This design comes from an exercise in tuning for small area on the open sky130 flow, not from production work. Only simulation tests tie the RTL to the original design; equivalence was not proved. No activity file was given, so power comes from the tool's default toggle rates.

## design/flow/flow/run.sh

```bash
#!/bin/bash
# Own flow: the standard layout (standard.sh) with three changes:
#  - synthesis maps the logic with an area-oriented ABC script
#    (flow/abc_area.script); registers are mapped exactly as in the
#    standard synthesis, since ABC only sees the combinational logic;
#  - port buffers use the smallest buffer;
#  - the clock tree uses buf_6 buffers in clusters of up to 18 flip-flops
#    and no dummy loads.
set -e
cp -r "$FLOW_HOME/scripts" ./scripts_local
cp flow/abc_area.script ./scripts_local/abc_speed.script
export SCRIPTS_DIR="$PWD/scripts_local"
export BUFFER_PORTS_ARGS="-buffer_cell sky130_fd_sc_hd__buf_1"
export CTS_ARGS="-sink_clustering_enable -repair_clock_nets -sink_clustering_size 18 -sink_clustering_max_diameter 60 -buf_list sky130_fd_sc_hd__buf_6 -dont_use_dummy_load"
bash standard.sh > standard.log 2>&1
```

## design/flow/flow/abc_area.script

```
&get -n
&st
&syn2
&dch -f
&nf -R 1000 -p
&st
&syn2
&dch -f
&nf -R 1000 -p
&st
&syn2
&dch -f
&nf -R 1000 -p
&put
```

## design/flow/design.v

```verilog
module pinode_rx #(
    parameter MAX_SLOTS = 256
) (
    input  wire        clk,
    input  wire        rst,
    input  wire        start,
    input  wire        start_thumb,
    input  wire        stream_fail,
    output wire        busy,
    output wire        done,
    output wire [1:0]  result,
    output wire [1:0]  err,
    input  wire        rx_valid,
    input  wire [7:0]  rx_data,
    input  wire        rx_timeout,
    output wire        rx_ready,
    output wire        tx_valid,
    output reg  [7:0]  tx_data,
    input  wire        tx_ready,
    output reg         pl_valid,
    output reg  [7:0]  pl_data,
    output reg         ev_valid,
    output reg  [3:0]  ev_status,     
    output reg  [13:0] ev_index
);
    localparam ST_IDLE    = 5'b00000;
    localparam ST_AWAIT   = 5'b00001;    
    localparam ST_CLR     = 5'b00010;    
    localparam ST_COLLECT = 5'b00100;
    localparam ST_RSCAN   = 5'b00101;    
    localparam ST_RREAD   = 5'b00110;    
    localparam ST_FINAL   = 5'b00111;    
    localparam ST_D_OK    = 5'b01000;
    localparam ST_D_NOINF = 5'b01001;
    localparam ST_D_INC   = 5'b01010;
    localparam ST_D_STRM  = 5'b01011;
    localparam ST_RCONV   = 5'b01101;    
    localparam TX_SV      = 5'b10000;    
    localparam TX_NL_A    = 5'b10001;    
    localparam TX_E       = 5'b10010;    
    localparam TX_NL_E    = 5'b10011;    
    localparam TX_R       = 5'b10100;    
    localparam TX_H       = 5'b10101;    
    localparam TX_T       = 5'b10110;    
    localparam TX_U       = 5'b10111;    
    localparam TX_NL_R    = 5'b11100;    
    localparam RS_STORED     = 4'd1;
    localparam RS_INFO_OK    = 4'd2;
    localparam RS_TIMEOUT    = 4'd3;
    localparam RS_MALFORMED  = 4'd4;
    localparam RS_TOO_SHORT  = 4'd5;
    localparam RS_BAD_INDEX  = 4'd6;
    localparam RS_BAD_CKSUM  = 4'd7;
    localparam RS_WRONG_KIND = 4'd8;
    localparam RS_OUT_RANGE  = 4'd9;
    reg [4:0]   st;
    reg [8:0]   exp_count;   
    reg [8:0]   cnt;         
    reg [7:0]   head;        
    reg         wr_pend;     
    reg [MAX_SLOTS-1:0] ring;
    reg [7:0]   grp;         
    reg         pend_zero;
    reg         borrow;      
    reg [2:0]   rec_cnt;     
    reg [7:0]   hold;
    reg         kind_ok;
    reg         bad_dig;
    reg [7:0]   crc;         
    reg         in_range;    
    reg [3:0]   k;           
    reg         z1, z2, z3;  
    reg [1:0]   c;           
    assign done   = (st[4:2] == 3'b010);
    assign busy   = (st != ST_IDLE) && !done;
    assign err    = st[1:0];
    assign result = (st[1:0] == 2'd0) ? 2'd1 : 2'd2;
    assign tx_valid = st[4];
    wire rd_active    = !ev_valid && ((st == ST_AWAIT) ||
                        (!wr_pend && ((st == ST_COLLECT && cnt != exp_count) ||
                                      (st == ST_RREAD))));
    wire read_pending = rd_active && (k == 4'd15);
    assign rx_ready = read_pending;
    wire start_take   = start && !busy;
    wire take_fail    = busy && stream_fail;
    wire take_timeout = read_pending && rx_timeout && !stream_fail;
    wire take_byte    = read_pending && rx_valid && !rx_timeout && !stream_fail;
    wire take_delim   = take_byte && (rx_data == 8'h00);
    wire take_data    = take_byte && (rx_data != 8'h00);
    wire rd_end       = take_timeout || take_delim;
    wire is_code   = (grp[7:1] == 7'd0);
    wire dec_valid = take_data && (!is_code || (grp[0] && pend_zero));
    wire [7:0] dec_byte = is_code ? 8'h00 : rx_data;
    wire malformed = (grp != 8'd1);
    wire too_short = (rec_cnt != 3'd6);
    wire cksum_ok  = (crc == 8'd0);
    always @(*) begin
        if (rec_cnt == 3'd7) ev_status = RS_TIMEOUT;
        else if (malformed) ev_status = RS_MALFORMED;
        else if (too_short) ev_status = RS_TOO_SHORT;
        else if (bad_dig)   ev_status = RS_BAD_INDEX;
        else if (!cksum_ok) ev_status = RS_BAD_CKSUM;
        else if (!kind_ok)  ev_status = RS_WRONG_KIND;
        else if (!in_range) ev_status = RS_OUT_RANGE;
        else if (st == ST_AWAIT) ev_status = RS_INFO_OK;
        else                ev_status = RS_STORED;
    end
    wire stored = ev_valid && (ev_status == RS_STORED);
    wire [7:0] target  = wr_pend ? ev_index[7:0] : cnt[7:0];
    wire       at_tgt  = (head == target);
    wire       set_now = wr_pend && at_tgt;
    wire       clr     = !st[2];
    wire       cur_bit = ring[MAX_SLOTS-1];
    always @(posedge clk) begin
        ring <= {ring[MAX_SLOTS-2:0], (cur_bit && !clr) || set_now};
        head <= start_take ? 8'd0 : {head[6:0], head[7] ^ head[5] ^ head[4] ^ head[3] ^ (head[6:0] == 7'd0)};
    end
    wire [3:0]  du = ev_index[3:0], dt = ev_index[7:4];
    wire [3:0]  dd_u = {du[3] | (du[2] & (du[1] | du[0])),
                        (du[2] & ~du[1] & ~du[0]) | (du[3] & ~du[1] & du[0]),
                        (~du[2] & du[1]) | (du[1] & du[0]) | (du[3] & ~du[0]),
                        (~du[3] & ~du[2] & du[0]) | (du[2] & du[1] & ~du[0]) | (du[3] & ~du[0])};
    wire [3:0]  dd_t = {dt[3] | (dt[2] & (dt[1] | dt[0])),
                        (dt[2] & ~dt[1] & ~dt[0]) | (dt[3] & ~dt[1] & dt[0]),
                        (~dt[2] & dt[1]) | (dt[1] & dt[0]) | (dt[3] & ~dt[0]),
                        (~dt[3] & ~dt[2] & dt[0]) | (dt[2] & dt[1] & ~dt[0]) | (dt[3] & ~dt[0])};
    wire        dd_bit = cnt[~k[2:0]];
    always @(*) begin
        case (st)
            TX_SV:   tx_data = exp_count[0] ? 8'h56 : 8'h53;
            TX_E:    tx_data = 8'h45;
            TX_R:    tx_data = 8'h52;
            TX_H:    tx_data = {6'b001100, ev_index[9:8]};
            TX_T:    tx_data = {4'h3, ev_index[7:4]};
            TX_U:    tx_data = {4'h3, ev_index[3:0]};
            default: tx_data = 8'h0A;
        endcase
    end
    wire       dig_byte  = (rec_cnt >= 3'd2) && (rec_cnt <= 3'd5);
    wire       first_dig = (rec_cnt == 3'd2);
    wire [3:0] k_last    = dig_byte ? 4'd13 : 4'd7;
    wire       dig_step  = dig_byte && (k != 4'd15);
    wire       crc_step  = !k[3];
    wire       crc_fb    = crc[7] ^ hold[~k[2:0]];
    wire       dig_bit   = (k[3:2] == 2'b00) && hold[k[1:0]];
    wire [2:0] ssum      = z1 + z3 + dig_bit + c;
    wire       lim_bit   = (st == ST_AWAIT) ? (k == 4'd0 || k == 4'd8)
                                            : (k <= 4'd8 && exp_count[k]);
    always @(posedge clk) begin
        if (take_data && is_code) begin
            grp       <= rx_data;
            pend_zero <= (rx_data != 8'hFF);
        end
        if (take_data) borrow <= !is_code; else if (crc_step) borrow <= borrow && !grp[0];
        if (crc_step)
            grp <= {grp[0] ^ borrow, grp[7:1]};
        if (dec_valid) begin
            hold <= dec_byte;
            case (rec_cnt)
                3'd0: kind_ok <= (st == ST_AWAIT) ? (dec_byte == 8'd0)
                                                  : (dec_byte == 8'd1 || dec_byte == 8'd2);
                3'd1: bad_dig <= (dec_byte > 8'd9);
                3'd2, 3'd3, 3'd4: bad_dig <= bad_dig || (dec_byte > 8'd9);
                default: ;
            endcase
            if (rec_cnt != 3'd6)
                rec_cnt <= rec_cnt + 3'd1;
        end
        k  <= (dec_valid || st == ST_RSCAN) ? 4'd0 :
              (k == k_last || k == 4'd15 || (!rd_active && st != ST_RCONV)) ? 4'd15 : k + 4'd1;
        z1 <= dig_step && !first_dig && ev_index[0];
        z2 <= dig_step && z1;
        z3 <= dig_step && z2;
        c  <= dig_step ? ssum[2:1] : 2'd0;
        if (dig_step)
            ev_index <= {ssum[0], ev_index[13:1]};
        if (dig_step && rec_cnt == 3'd5)
            in_range <= (!ssum[0] && lim_bit) || (!(ssum[0] ^ lim_bit) && in_range && k != 4'd0);
        if (crc_step)
            crc <= {crc[6:0], 1'b0} ^ (crc_fb ? 8'h07 : 8'h00);
        if (take_timeout)
            rec_cnt <= 3'd7;
        if (!rd_active) begin
            grp     <= 8'd0;
            rec_cnt <= 3'd0;
            crc     <= 8'd0;
        end
        pl_valid  <= dec_valid && (rec_cnt == 3'd6);
        pl_data   <= hold;
        if (st == ST_RCONV)
            ev_index[9:0] <= (k == 4'd0) ? {9'd0, dd_bit}
                                         : {ev_index[8], dd_t[3], dd_t[2:0], dd_u[3], dd_u[2:0], dd_bit};
    end
    always @(posedge clk) begin
        ev_valid <= 1'b0;
        if (rst) begin
            st <= ST_IDLE;
        end else begin
            ev_valid <= rd_end && !take_fail;
            if (set_now)
                wr_pend <= 1'b0;
            if (stored)
                wr_pend <= 1'b1;
            if (take_fail) begin
                st <= ST_D_STRM;
            end else begin
                case (st)
                    ST_IDLE, ST_D_OK, ST_D_NOINF, ST_D_INC, ST_D_STRM: begin
                        if (start) begin
                            exp_count <= {8'd0, start_thumb};
                            wr_pend   <= 1'b0;
                            st        <= TX_SV;
                        end
                    end
                    TX_SV:   if (tx_ready) st <= TX_NL_A;
                    TX_NL_A: if (tx_ready) st <= ST_AWAIT;
                    TX_E:    if (tx_ready) st <= TX_NL_E;
                    TX_NL_E: if (tx_ready) st <= ST_D_OK;
                    TX_R:    if (tx_ready) st <= (ev_index[9:8] != 2'd0) ? TX_H :
                                                 (ev_index[7:4] != 4'd0) ? TX_T : TX_U;
                    TX_H:    if (tx_ready) st <= TX_T;
                    TX_T:    if (tx_ready) st <= TX_U;
                    TX_U:    if (tx_ready) st <= TX_NL_R;
                    TX_NL_R: if (tx_ready) st <= ST_RREAD;
                    ST_AWAIT: begin
                        if (ev_valid) begin
                            if (ev_status == RS_INFO_OK) begin
                                exp_count <= ev_index[8:0];
                                st        <= ST_CLR;
                            end else begin
                                st <= ST_D_NOINF;
                            end
                        end
                    end
                    ST_CLR: begin
                        cnt <= 9'd0;
                        if (head == 8'h80)      
                            st <= ST_COLLECT;
                    end
                    ST_COLLECT: begin
                        if (ev_valid) begin
                            cnt <= cnt + 9'd1;
                        end else if (cnt == exp_count && !wr_pend) begin
                            cnt <= 9'd0;
                            st  <= ST_RSCAN;
                        end
                    end
                    ST_RSCAN: begin
                        if (!wr_pend) begin
                            if (cnt == exp_count) begin
                                cnt <= 9'd0;
                                st  <= ST_FINAL;
                            end else if (at_tgt) begin
                                if (cur_bit)
                                    cnt <= cnt + 9'd1;
                                else
                                    st <= ST_RCONV;
                            end
                        end
                    end
                    ST_RCONV: begin
                        if (k == 4'd7)
                            st <= TX_R;
                    end
                    ST_RREAD: begin
                        if (ev_valid) begin
                            cnt <= cnt + 9'd1;
                            st  <= ST_RSCAN;
                        end
                    end
                    ST_FINAL: begin
                        if (cnt == exp_count) begin
                            st <= TX_E;
                        end else if (at_tgt) begin
                            if (cur_bit)
                                cnt <= cnt + 9'd1;
                            else
                                st <= ST_D_INC;
                        end
                    end
                    default: st <= ST_IDLE;
                endcase
            end
        end
    end
endmodule
```

## design/flow/constraint.sdc

```tcl
create_clock -name core_clock -period 10.0 [get_ports {clk}]
set_input_delay 2.0000 -clock core_clock [delete_from_list [all_inputs] [get_ports {clk}]]
set_output_delay 2.0000 -clock core_clock [all_outputs]
set_load 0.01 [all_outputs]
```

## design/flow/standard.sh

```bash
#!/bin/bash
# synth_recipe.tcl (not shown) runs the flow's synth.tcl, then flattens the netlist and writes it again
# the make line also repeats each setting of config.mk as NAME=value (left out here)
make -C /OpenROAD-flow-scripts/flow DESIGN_CONFIG=/design/flow/config.mk WORK_HOME=/design/flow/orfs CLKGATE_MAP_FILE= SYNTH_SCRIPT=/design/flow/synth_recipe.tcl "${@:-finish}"
```

## design/flow/config.mk

```make
export PLATFORM = sky130hd
export DESIGN_NAME = pinode_rx
export DESIGN_NICKNAME = pinode_rx
export VERILOG_FILES = /design/flow/design.v
export SDC_FILE = /design/flow/constraint.sdc
export NUM_CORES = 4
export LEC_CHECK = 0
export CAP_MARGIN = 20
export CORE_MARGIN = 2
export CORE_UTILIZATION = 60
export SLEW_MARGIN = 20
```

==> out/results.txt, run 1 <==
The tools report the detailed router's first-iteration violation count as 428. At the pin with the least slew margin, the transition time is 894 ps. STA classifies the critical path endpoint as an output pin.

Once the floorplan was initialized, standard cells occupied 61.7% of the core. IR analysis of the VDD net gives a maximum drop of 191 uV. Measured against its own limit, the worst slew margin works out to 39.8%. In this run the vertical extent of the chip is 135 um. The register share of total power was 61.8%; the number of I/O pins was 60. In this run, synthesis inferred 46 flip-flops with an integrated enable. The post-CTS setup-driven buffer insertion count came out at 0. The logs give 0 for the quantity of hold-fixing buffers added after cts and 831 for the net count of the mapped netlist. For the total global routing track utilization, the log shows 21.7%. In the synthesized netlist the dominant register cell turns out to be sky130_fd_sc_hd__dfxtp_1. The startpoint identified for the worst register-to-register timing path is st[1]$_SDFFE_PP0P_. The total negative setup slack was 0 ps; the share of the synthesized area in compound gates (AO/OA/AOI/OAI) was 7.53%. For the worst reg-to-reg setup slack, the log shows 6210 ps. The number of cells on the worst hold path works out to 0. For the design internal power, the log shows 1.83 mW.

The synthesized netlist devotes 10.9% of its cell area to simple gates. The run finished with no timing, DRC or antenna violations. The tools report the part of the Yosys area used for sequential elements as 73.3%.

The tools report the via count of the routed design as 5,961. The core region is 0.0166 mm^2. Final number of hold-violating endpoints: 0. Setup violations remaining at the end of the flow were counted as 0.

Counting every instance in the synthesized netlist gives 801. The average wire per cell in the routed design works out to 17.5 um. CTS placed an instance of sky130_fd_sc_hd__buf_6 at the clock tree root. The die covers 0.0182 mm^2.

Compared with the post-synthesis result, the final layout area differs by 7.80%. The combinational family with the most area after synthesis is simple AND/OR/NAND/NOR gates. The min-delay analysis places its worst path in the category reg2reg. The number of clock buffers added by TritonCTS is 25. For the worst setup path, the data arrival time is 2980 ps. Dividing the detail-routed via count by the number of cells gives 5.39. After layout, the minimum clock period comes to 4980 ps. TritonCTS built the clock tree. For hold timing, the worst endpoint is ring[48]$_DFF_P_.

For the global-route wire length before repair, the log shows 30,900 um. The number of cells on the worst reg-to-reg path came out at 12. The worst setup path is of the reg2out kind. The number of DRC violations after detailed routing was 0; the count of different cell masters after synthesis was 52. In the synthesized netlist, mux cells make up 3.19% of the area. The run gives 0 as the final number of max-transition violations. The tools report the level count of the clock H-tree as 1. Across the run, the number of max-cap violations was 0. The type of element launching the critical path was a flip-flop. Dividing total power by cell area gives a power density of 229 mW/mm^2. The post-synthesis share of cell area spent on xor and xnor gates is 2.13%, and the average size of a mapped cell is 12.8 um^2.

Number of warnings issued by yosys: 1. For the worst-skew pair, the clock arrives at the later sink with an insertion delay of 510 ps. The worst register-to-register path ends at grp[4]$_SDFFE_PP0P_. The count of nets left with antenna violations once routing finished came out at 0. Gates resized during post-CTS repair numbered 0.

The part of the cycle the worst path needs was 49.8%. The number of search-and-repair iterations in the first detailed-routing pass is 5. In this run the tool buffered the top-level ports with 58 buffer cells. The share of post-route cells with drive strength above 1 was 4.18%; the share of synthesized cell area in full adder, half adder and majority cells was 1.85%. The number of global-route vias before repair is 5,787, and the top fanout value on the critical path is 22.

The final global-route overflow total came out at 0. The total power consumption of the routed design was 2.54 mW; the fraction of power consumed by the clock network was 23.2%. The maximum buffer depth of the clock tree was 3; the net switching power figure was 708 uW. The number of antenna repair diodes is 0, and the static leakage is 4.21 nW. Entering global routing, the biggest net connects 35 pins.

Clock skew on the completed layout was measured at 64.4 ps. Timing would allow up to 0.201 GHz. For this design, the sink count on the clock tree is 353. The run gives 917 as the post-layout net count. Routability-driven placement finished with a final weighted congestion of 0.899.

The horizontal extent of the die was 135 um. The logs give 0 for the number of antenna violations at the first check in global routing and 8000 ps for the required time reported for the critical path endpoint. After clock tree synthesis, the clock-pin slew on the worst setup and hold paths is 100 ps.

The tools report the first element of the critical path as st[1]$_SDFFE_PP0P_. Wires add up to 19,300 um. In this run, synthesis produced a sequential element count of 353.

Of all flip-flops after synthesis, the portion carrying an async set or reset was 0%. The mapped netlist covers 0.0103 mm^2. The HPWL after detailed placement is 13,300 um.

The start point of the worst hold path was ring[47]$_DFF_P_. Setup repair after global routing left no endpoint under its margin. The fraction of power spent switching nets came out at 27.9%.

The floorplan has 47 rows. The share of power burned in combinational logic was 15.0%.
per-stage QoR:
stage / hold slack (ps) / util, % / cells / setup WS (ps) / area, um^2
final: 258 / 66.5 / 1105 / 5020 / 11100
after global routing: 248 / 66.5 / 1105 / 4750 / 11100
after floorplan: 310 / - / 801 / 5740 / 10300
after detailed placement: 312 / 64.7 / 1080 / 5590 / 10800
after global placement: 310 / 64.7 / 1080 / 5680 / 10800
after CTS: 260 / 66.4 / 1105 / 5020 / 11100
layout make-up:
type,count,area [um^2]
Sequential cell,353,7530
Inverter,24,90.1
Timing Repair Buffer,62,248
Tap cell,220,275
Multi-Input combinational cell,421,2650
Clock buffer,25,282
Fill cell,1175,5570
power groups by stage:
stage / Sequential (mW) / Combinational [mW] / Clock, mW
6_report: 1.57 / 0.381 / 0.588
2_1_floorplan: 1.58 / 0.262 / 0
5_1_grt: 1.58 / 0.423 / 0.650
4_1_cts: 1.57 / 0.371 / 0.604
3_3_place_gp: 1.60 / 0.367 / 0
3_5_place_dp: 1.60 / 0.368 / 0
Yosys cell counts, types with 7 or more instances:
master / number / area share (%)
sky130_fd_sc_hd__nor3_1: 13 / 0.63
sky130_fd_sc_hd__nand2b_1: 10 / 0.61
sky130_fd_sc_hd__a211oi_1: 11 / 0.80
sky130_fd_sc_hd__o21ai_0: 33 / 1.6
sky130_fd_sc_hd__nand2_1: 64 / 2.3
sky130_fd_sc_hd__nor2_1: 65 / 2.4
sky130_fd_sc_hd__xor2_1: 19 / 1.6
sky130_fd_sc_hd__a21oi_1: 42 / 2.0
sky130_fd_sc_hd__and2_0: 30 / 1.8
sky130_fd_sc_hd__clkinv_1: 24 / 0.88
sky130_fd_sc_hd__dfxtp_1: 307 / 60
sky130_fd_sc_hd__ha_1: 12 / 1.5
sky130_fd_sc_hd__edfxtp_1: 46 / 13
sky130_fd_sc_hd__mux2i_1: 17 / 1.7
sky130_fd_sc_hd__nand3_1: 15 / 0.73
sky130_fd_sc_hd__mux4_2: 7 / 1.5
per-layer routing:
metal  vias up  track usage, %  share of wire, %
li1       2929               -                 -
met1      2819            31.9                47
met3        47            3.57               5.1
met5         -               0                 0
met4         0            8.19               4.0
met2       166            32.5                44
how the worst max path moves through the flow:
stage / slack (ps) / to / cells past startpoint
finish: 5020 / rx_ready / 9
global route: 4750 / rx_ready / 9
CTS: 5020 / rx_ready / 9
detailed placement: 5590 / rx_ready / 9
global placement: 5680 / rx_ready / 9
floorplan: 5740 / exp_count[0]$_DFFE_PP_ / 9
worst max-delay path, cell delays in order, from the launching register on:
cell and delay, ps:
sky130_fd_sc_hd__dfxtp_1 510, sky130_fd_sc_hd__nor2_1 490, sky130_fd_sc_hd__nand2_1 170, sky130_fd_sc_hd__nor3_1 330, sky130_fd_sc_hd__nand2_1 100, sky130_fd_sc_hd__a211oi_1 290, sky130_fd_sc_hd__nor2_1 80, sky130_fd_sc_hd__buf_4 220
sky130_fd_sc_hd__nor2_1 130, sky130_fd_sc_hd__buf_1 170
cell usage in the layout (no fill, tap or decap), types with 2 or more instances in the layout:
| cell type | count |
|---|---|
| sky130_fd_sc_hd__xor2_1 | 19 |
| sky130_fd_sc_hd__buf_1 | 58 |
| sky130_fd_sc_hd__edfxtp_1 | 46 |
| sky130_fd_sc_hd__or4_1 | 2 |
| sky130_fd_sc_hd__a21oi_1 | 42 |
| sky130_fd_sc_hd__ha_1 | 12 |
| sky130_fd_sc_hd__clkinv_1 | 24 |
| sky130_fd_sc_hd__nand2_1 | 64 |
| sky130_fd_sc_hd__a211oi_1 | 11 |
| sky130_fd_sc_hd__a31oi_1 | 3 |
| sky130_fd_sc_hd__fa_1 | 2 |
| sky130_fd_sc_hd__o22ai_1 | 5 |
| sky130_fd_sc_hd__o31ai_1 | 4 |
| sky130_fd_sc_hd__nor3b_1 | 3 |
| sky130_fd_sc_hd__xnor2_1 | 6 |
| sky130_fd_sc_hd__nor4_1 | 6 |
| sky130_fd_sc_hd__mux2i_1 | 17 |
| sky130_fd_sc_hd__and3_1 | 5 |
| sky130_fd_sc_hd__mux4_2 | 7 |
| sky130_fd_sc_hd__nand3_1 | 15 |
| sky130_fd_sc_hd__or3_1 | 3 |
| sky130_fd_sc_hd__o32ai_1 | 2 |
| sky130_fd_sc_hd__o21ai_0 | 33 |
| sky130_fd_sc_hd__buf_4 | 4 |
| sky130_fd_sc_hd__a22o_1 | 6 |
| sky130_fd_sc_hd__and2_0 | 30 |
| sky130_fd_sc_hd__a21o_1 | 2 |
| sky130_fd_sc_hd__nor3_1 | 13 |
| sky130_fd_sc_hd__buf_6 | 25 |
| sky130_fd_sc_hd__dfxtp_1 | 307 |
| sky130_fd_sc_hd__nor2b_1 | 3 |
| sky130_fd_sc_hd__a32o_1 | 3 |
| sky130_fd_sc_hd__nor2_1 | 65 |
| sky130_fd_sc_hd__nor4b_1 | 2 |
| sky130_fd_sc_hd__a31o_1 | 2 |
| sky130_fd_sc_hd__nand4_1 | 6 |
| sky130_fd_sc_hd__nand2b_1 | 10 |
kinds of logic after synthesis:
group | count (synthesis)
multiplexers | 24
adder cells (fa/ha/maj) | 14
buffers and inverters | 27
XOR/XNOR | 25
AND/OR/NAND/NOR | 232
flip-flops | 353
other | 1
AO/OA/AOI/OAI | 125
state kept, by name, summed over array words and instances (netlist names), 2 cells and up:
name	count
rec_cnt	3
k	4
crc	8
hold	8
pl_data	8
grp	8
head	8
cnt	9
ev_index	14
exp_count	9
st	5
c	2
ring	256
==> inputs of run 2 (changes only) <==
--- a/design/flow/design.v
+++ b/design/flow/design.v
@@ -153,3 +153,3 @@
         end
-        if (take_data) borrow <= !is_code; else if (crc_step) borrow <= borrow && !grp[0];
+        borrow <= take_data ? !is_code : borrow && !grp[0];
         if (crc_step)
==> design/flow/run.sh (new file) <==
#!/bin/bash
# synth_recipe.tcl (not shown) runs the flow's synth.tcl, then flattens the netlist and writes it again
# the make line also repeats each setting of config.mk as NAME=value (left out here)
make -C /OpenROAD-flow-scripts/flow DESIGN_CONFIG=/design/flow/config.mk WORK_HOME=/design/flow/orfs CLKGATE_MAP_FILE= SYNTH_SCRIPT=/design/flow/synth_recipe.tcl finish
--- a/design/flow/config.mk
+++ b/design/flow/config.mk
@@ -10,2 +10,5 @@
 export CORE_UTILIZATION = 60
+export CTS_BUF_LIST = sky130_fd_sc_hd__clkbuf_8
+export CTS_CLUSTER_DIAMETER = 60
+export CTS_CLUSTER_SIZE = 18
 export SLEW_MARGIN = 20
removed: design/flow/flow/run.sh
removed: design/flow/flow/abc_area.script
removed: design/flow/standard.sh
==> out/results.txt, run 2 <==
The post-layout net count was 927 (+1.1%); the die outline height was 138 um (+2.1%). The logs give 847 (+5.7%) for the synthesized netlist cell count and 531 (+24%) for the detailed router's first-iteration violation count. The library cells used most frequently in the layout, excluding fill and tap cells, are sky130_fd_sc_hd__dfxtp_1 (308), sky130_fd_sc_hd__clkdlybuf4s50_1 (58), sky130_fd_sc_hd__nor2_1 (52). The run gives 5 (unchanged) as the number of search-and-repair iterations in the first detailed-routing pass. The min-delay analysis places its worst path in the category reg2reg. The worst setup path is launched from a flip-flop. The final setup violation count is 0 (unchanged), and the final number of max-transition violations is 0 (unchanged). The post-CTS setup-driven buffer insertion count is 0 (unchanged), and the static leakage is 4.62 nW (+9.8%). Quantity of hold-fixing buffers added after cts: 0 (unchanged).

Capturing element type of the critical path: an output pin. The part of the cycle the worst path needs was 56.5% (+6.8 points). The tools report the via count of the routed design as 6,275 (+5.3%).

The run gives 3650 ps (+670 ps) as the arrival time of the worst setup path. For the number of buffers inserted during clock tree synthesis, the log shows 24 (-4.0%). The most frequently used flop master after synthesis was sky130_fd_sc_hd__dfxtp_1.

Most frequent standard cell in the layout excluding fill and tap cells: sky130_fd_sc_hd__dfxtp_1. The number of warnings issued by yosys was 1 (unchanged). In the post-synthesis netlist, the cell with the most instances is sky130_fd_sc_hd__dfxtp_1. The logs give 1 (unchanged) for the level count of the clock H-tree and 31.0% (-8.8 points) for the worst slew margin relative to its limit.

The number of flip-flops in the largest register works out to 256 (unchanged). The final global-route overflow total was 0 (unchanged). The share of post-route cells with drive strength above 1 is 5.73% (+1.6 points), and the number of antenna repair diodes is 0 (unchanged). The total wire length is 21,100 um (+9.3%), and the average wire per cell in the routed design is 18.6 um (+6.7%).

The achievable clock frequency was 0.177 GHz (-12%); the share of power burned in combinational logic was 17.0% (+2.0 points). The run gives 0.00292 mm^2 (+10%) as the combined area of the multi-input logic cells. Number of gates resized after cts: 0 (unchanged). The area of all sequential standard cells is 0.00752 mm^2 (-0.13%), and the horizontal extent of the die is 138 um (+2.1%). The post-synth design cell area was 0.0107 mm^2 (+4.3%); the count of different cell masters after synthesis was 67 (+29%). The number of flops mapped to enable cells by yosys is 45 (-2.2%), and the average size of a mapped cell is 12.6 um^2 (-1.3%).

For the number of antenna violations at the first check in global routing, the log shows 0 (unchanged). The number of placed instances, taps included is 1,096 (+1.5%), and the site row count is 48 (+2.1%). TritonCTS built the clock tree.

Number of buffer cells added on primary ports: 58 (unchanged). The slew of the pin with the lowest slew margin works out to 1030 ps (+141 ps). The required time reported for the critical path endpoint came out at 8000 ps (about the same). The largest net degree at the start of global routing came out at 36 (+2.9%). The share of Yosys cell area claimed by the top area cell type works out to 57.5% (-2.3 points). The fraction of power spent switching nets came out at 27.9% (about the same). The run finished with no timing, DRC or antenna violations. For the design internal power, the log shows 1.91 mW (+4.5%). The total of fill cells in the finished design was 1,248 (+6.2%); the net switching power figure was 740 uW (+4.5%).

Setup repair after global routing left no endpoint under its margin. The number of global-route vias before repair was 6,109 (+5.6%). The non-filler instance count after layout came out at 1,132 (+2.4%). The register clock-pin slew on the reported worst setup and hold paths came out at 110 ps (about the same). By count the netlist is led by sky130_fd_sc_hd__dfxtp_1 (308), sky130_fd_sc_hd__nor2_1 (52), sky130_fd_sc_hd__nand2_1 (48). The tools report the clock tree root driver cell as sky130_fd_sc_hd__clkbuf_8.

The clock skew after layout was 37.6 ps (-26.8 ps); the layout overhead on the synthesized area was 10.3%. The run gives 3 (unchanged) as the maximum buffer depth of the clock tree. Ranked by total cell area, the synthesized netlist is headed by sky130_fd_sc_hd__dfxtp_1 (58%), sky130_fd_sc_hd__edfxtp_1 (13%), sky130_fd_sc_hd__mux2i_1 (2.0%), sky130_fd_sc_hd__a21oi_1 (1.9%), sky130_fd_sc_hd__nor2_1 (1.8%). The sum of net half-perimeters after detailed placement is 14,300 um (+7.5%), and the per-cell via count in the routed design is 5.54 (+2.8%). The core region area came out at 0.0174 mm^2 (+4.3%). The CTS sink count was 353 (unchanged).

The total power consumption of the routed design came out at 2.65 mW (+4.5%). The power density over the cells is 224 mW/mm^2 (-2.1%), and the worst-case hold slack is 321 ps (+63.2 ps). For the register share of total power, the log shows 58.4% (-3.4 points). The post-synthesis sequential element count was 353 (unchanged). For the last weighted congestion value of the routability-driven placer, the log shows 0.939 (+4.5%). The classification of the worst setup path was reg2out. The top fanout value on the critical path is 24 (+9.1%). The number of violations of the max-capacitance limit came out at 0 (unchanged). The tools report the number of I/O pins as 60 (unchanged).

The clock latency on the worst-skew pair came out at 570 ps (+60 ps). The post-route minimum period came out at 5650 ps (+676 ps). Fraction of power consumed by the clock network: 24.6% (+1.4 points). For the number of nets still failing antenna checks after routing, the log shows 0 (unchanged). The final number of hold-violating endpoints was 0 (unchanged). The total global routing track utilization came out at 22.8% (+1.1 points).

The async set-or-reset flop fraction in the synthesized netlist came out at 0% (unchanged). The run gives 0 (unchanged) as the number of DRC violations after detailed routing. The run gives 0.0189 mm^2 (+4.2%) as the die area. In the final layout, the registers with the most flip-flops are ring (256), ev_index (14).

Initial core utilization: 61.7% (about the same). For the worst voltage drop across the vdd grid, the log shows 152 uV (-20%). The library cell with the largest summed area after synthesis is sky130_fd_sc_hd__dfxtp_1. The final design utilization was 68.1% (+1.6 points).

Top register by number of flip-flops: ring. The part of the Yosys area used for sequential elements was 70.2% (-3.1 points); the global-route wire length before repair was 33,000 um (+6.8%). The net count of the mapped netlist is 877 (+5.5%). The run gives 0 ps (unchanged) as the total negative setup slack.
## run 2: final timing paths
| kind | depth (start not counted) | endpoint | start | slack, ps |
|---|---|---|---|---|
| worst min-delay path | 0 | ring[64]$_DFF_P_ | ring[63]$_DFF_P_ | 320 |
| worst min register to register | 0 | ring[64]$_DFF_P_ | ring[63]$_DFF_P_ | 320 |
| worst max-delay path | 5 | rx_ready | st[0]$_SDFFE_PP0P_ | 4350 |
| worst max register to register | 6 | cnt[5]$_DFFE_PP_ | wr_pend$_DFFE_PN_ | 6580 |
## run 2: area by class of cell
cell class / instances / share of cell area (%)
multi-input combinational: 432 / 24.7
sequential: 353 / 63.6
timing repair buffer: 60 / 5.04
inverter: 26 / 0.826
tap: 225 / 2.38
clock buffer: 25 / 2.91
clock inverter: 11 / 0.561
## run 2: power by group through the flow
stage / sequential (mW) / clock [mW] / combinational, mW
2_1_floorplan: 1.54 / 0 / 0.334
3_3_place_gp: 1.57 / 0 / 0.440
3_5_place_dp: 1.58 / 0 / 0.443
4_1_cts: 1.55 / 0.667 / 0.446
5_1_grt: 1.56 / 0.715 / 0.492
6_report: 1.55 / 0.651 / 0.451
## run 2: worst max-delay path: stages, from the launching register on
cell and delay (ps):
sky130_fd_sc_hd__dfxtp_1 860, sky130_fd_sc_hd__nor2b_1 510, sky130_fd_sc_hd__nand2_1 420, sky130_fd_sc_hd__a21o_1 570, sky130_fd_sc_hd__nor2_1 190, sky130_fd_sc_hd__clkdlybuf4s50_1 560
## run 2: kinds of logic (layout without fill, tap and decap cells)
| kind of cell | count (synthesis) | in the layout | share of synthesized area [%] |
|---|---|---|---|
| compound gates | 154 | 154 | 9.83 |
| xor+xnor | 28 | 28 | 2.29 |
| fa+ha+maj | 14 | 14 | 1.78 |
| buf+inv | 62 | 122 | 2.62 |
| flops | 353 | 353 | 70.2 |
| mux | 30 | 30 | 3.54 |
| other cells | 1 | 1 | 0.0350 |
| simple gates | 205 | 205 | 9.75 |
## run 2: metal layers
layer | part of all wire (%) | up-vias | GRT usage (%)
li1 | - | 3037 | -
met1 | 48 | 3004 | 33.4
met2 | 45 | 192 | 34.5
met3 | 5.6 | 42 | 4.49
met4 | 2.2 | 0 | 6.47
met5 | 0 | - | 0
## run 2: through the flow
step           instance area (um^2)  setup WS (ps)
6_report                      11800           4350
3_3_place_gp                  11400           5110
3_5_place_dp                  11400           4980
5_1_grt                       11800           4010
2_1_floorplan                 10700           6010
4_1_cts                       11800           4400

-- port drivers added, routing unchanged --
Ports are ideal in the flow. The routed layouts listed here were re-timed in OpenROAD.
Step 1, drivers: a clkbuf_16 drives clk and a buf_2 each remaining input, both assumed.
Step 2 moves the port delays by t, midway between the first and last clock arrival at a register: inputs arrive t later, outputs are due t later. That takes back most of the time a late clock gives input paths.
a / b / c = no drivers / after step 1 / after step 2; a / b = the first two.
run	shift t [ns]	slack for setup (ns)	latest minus earliest clock arrival (ns)
run 1	0.515	5.025 / 4.985 / 5.500	0.066 / 0.066
run 2	0.587	4.349 / 4.310 / 4.896	0.038 / 0.037
After both steps setup and hold are still met in every run listed.
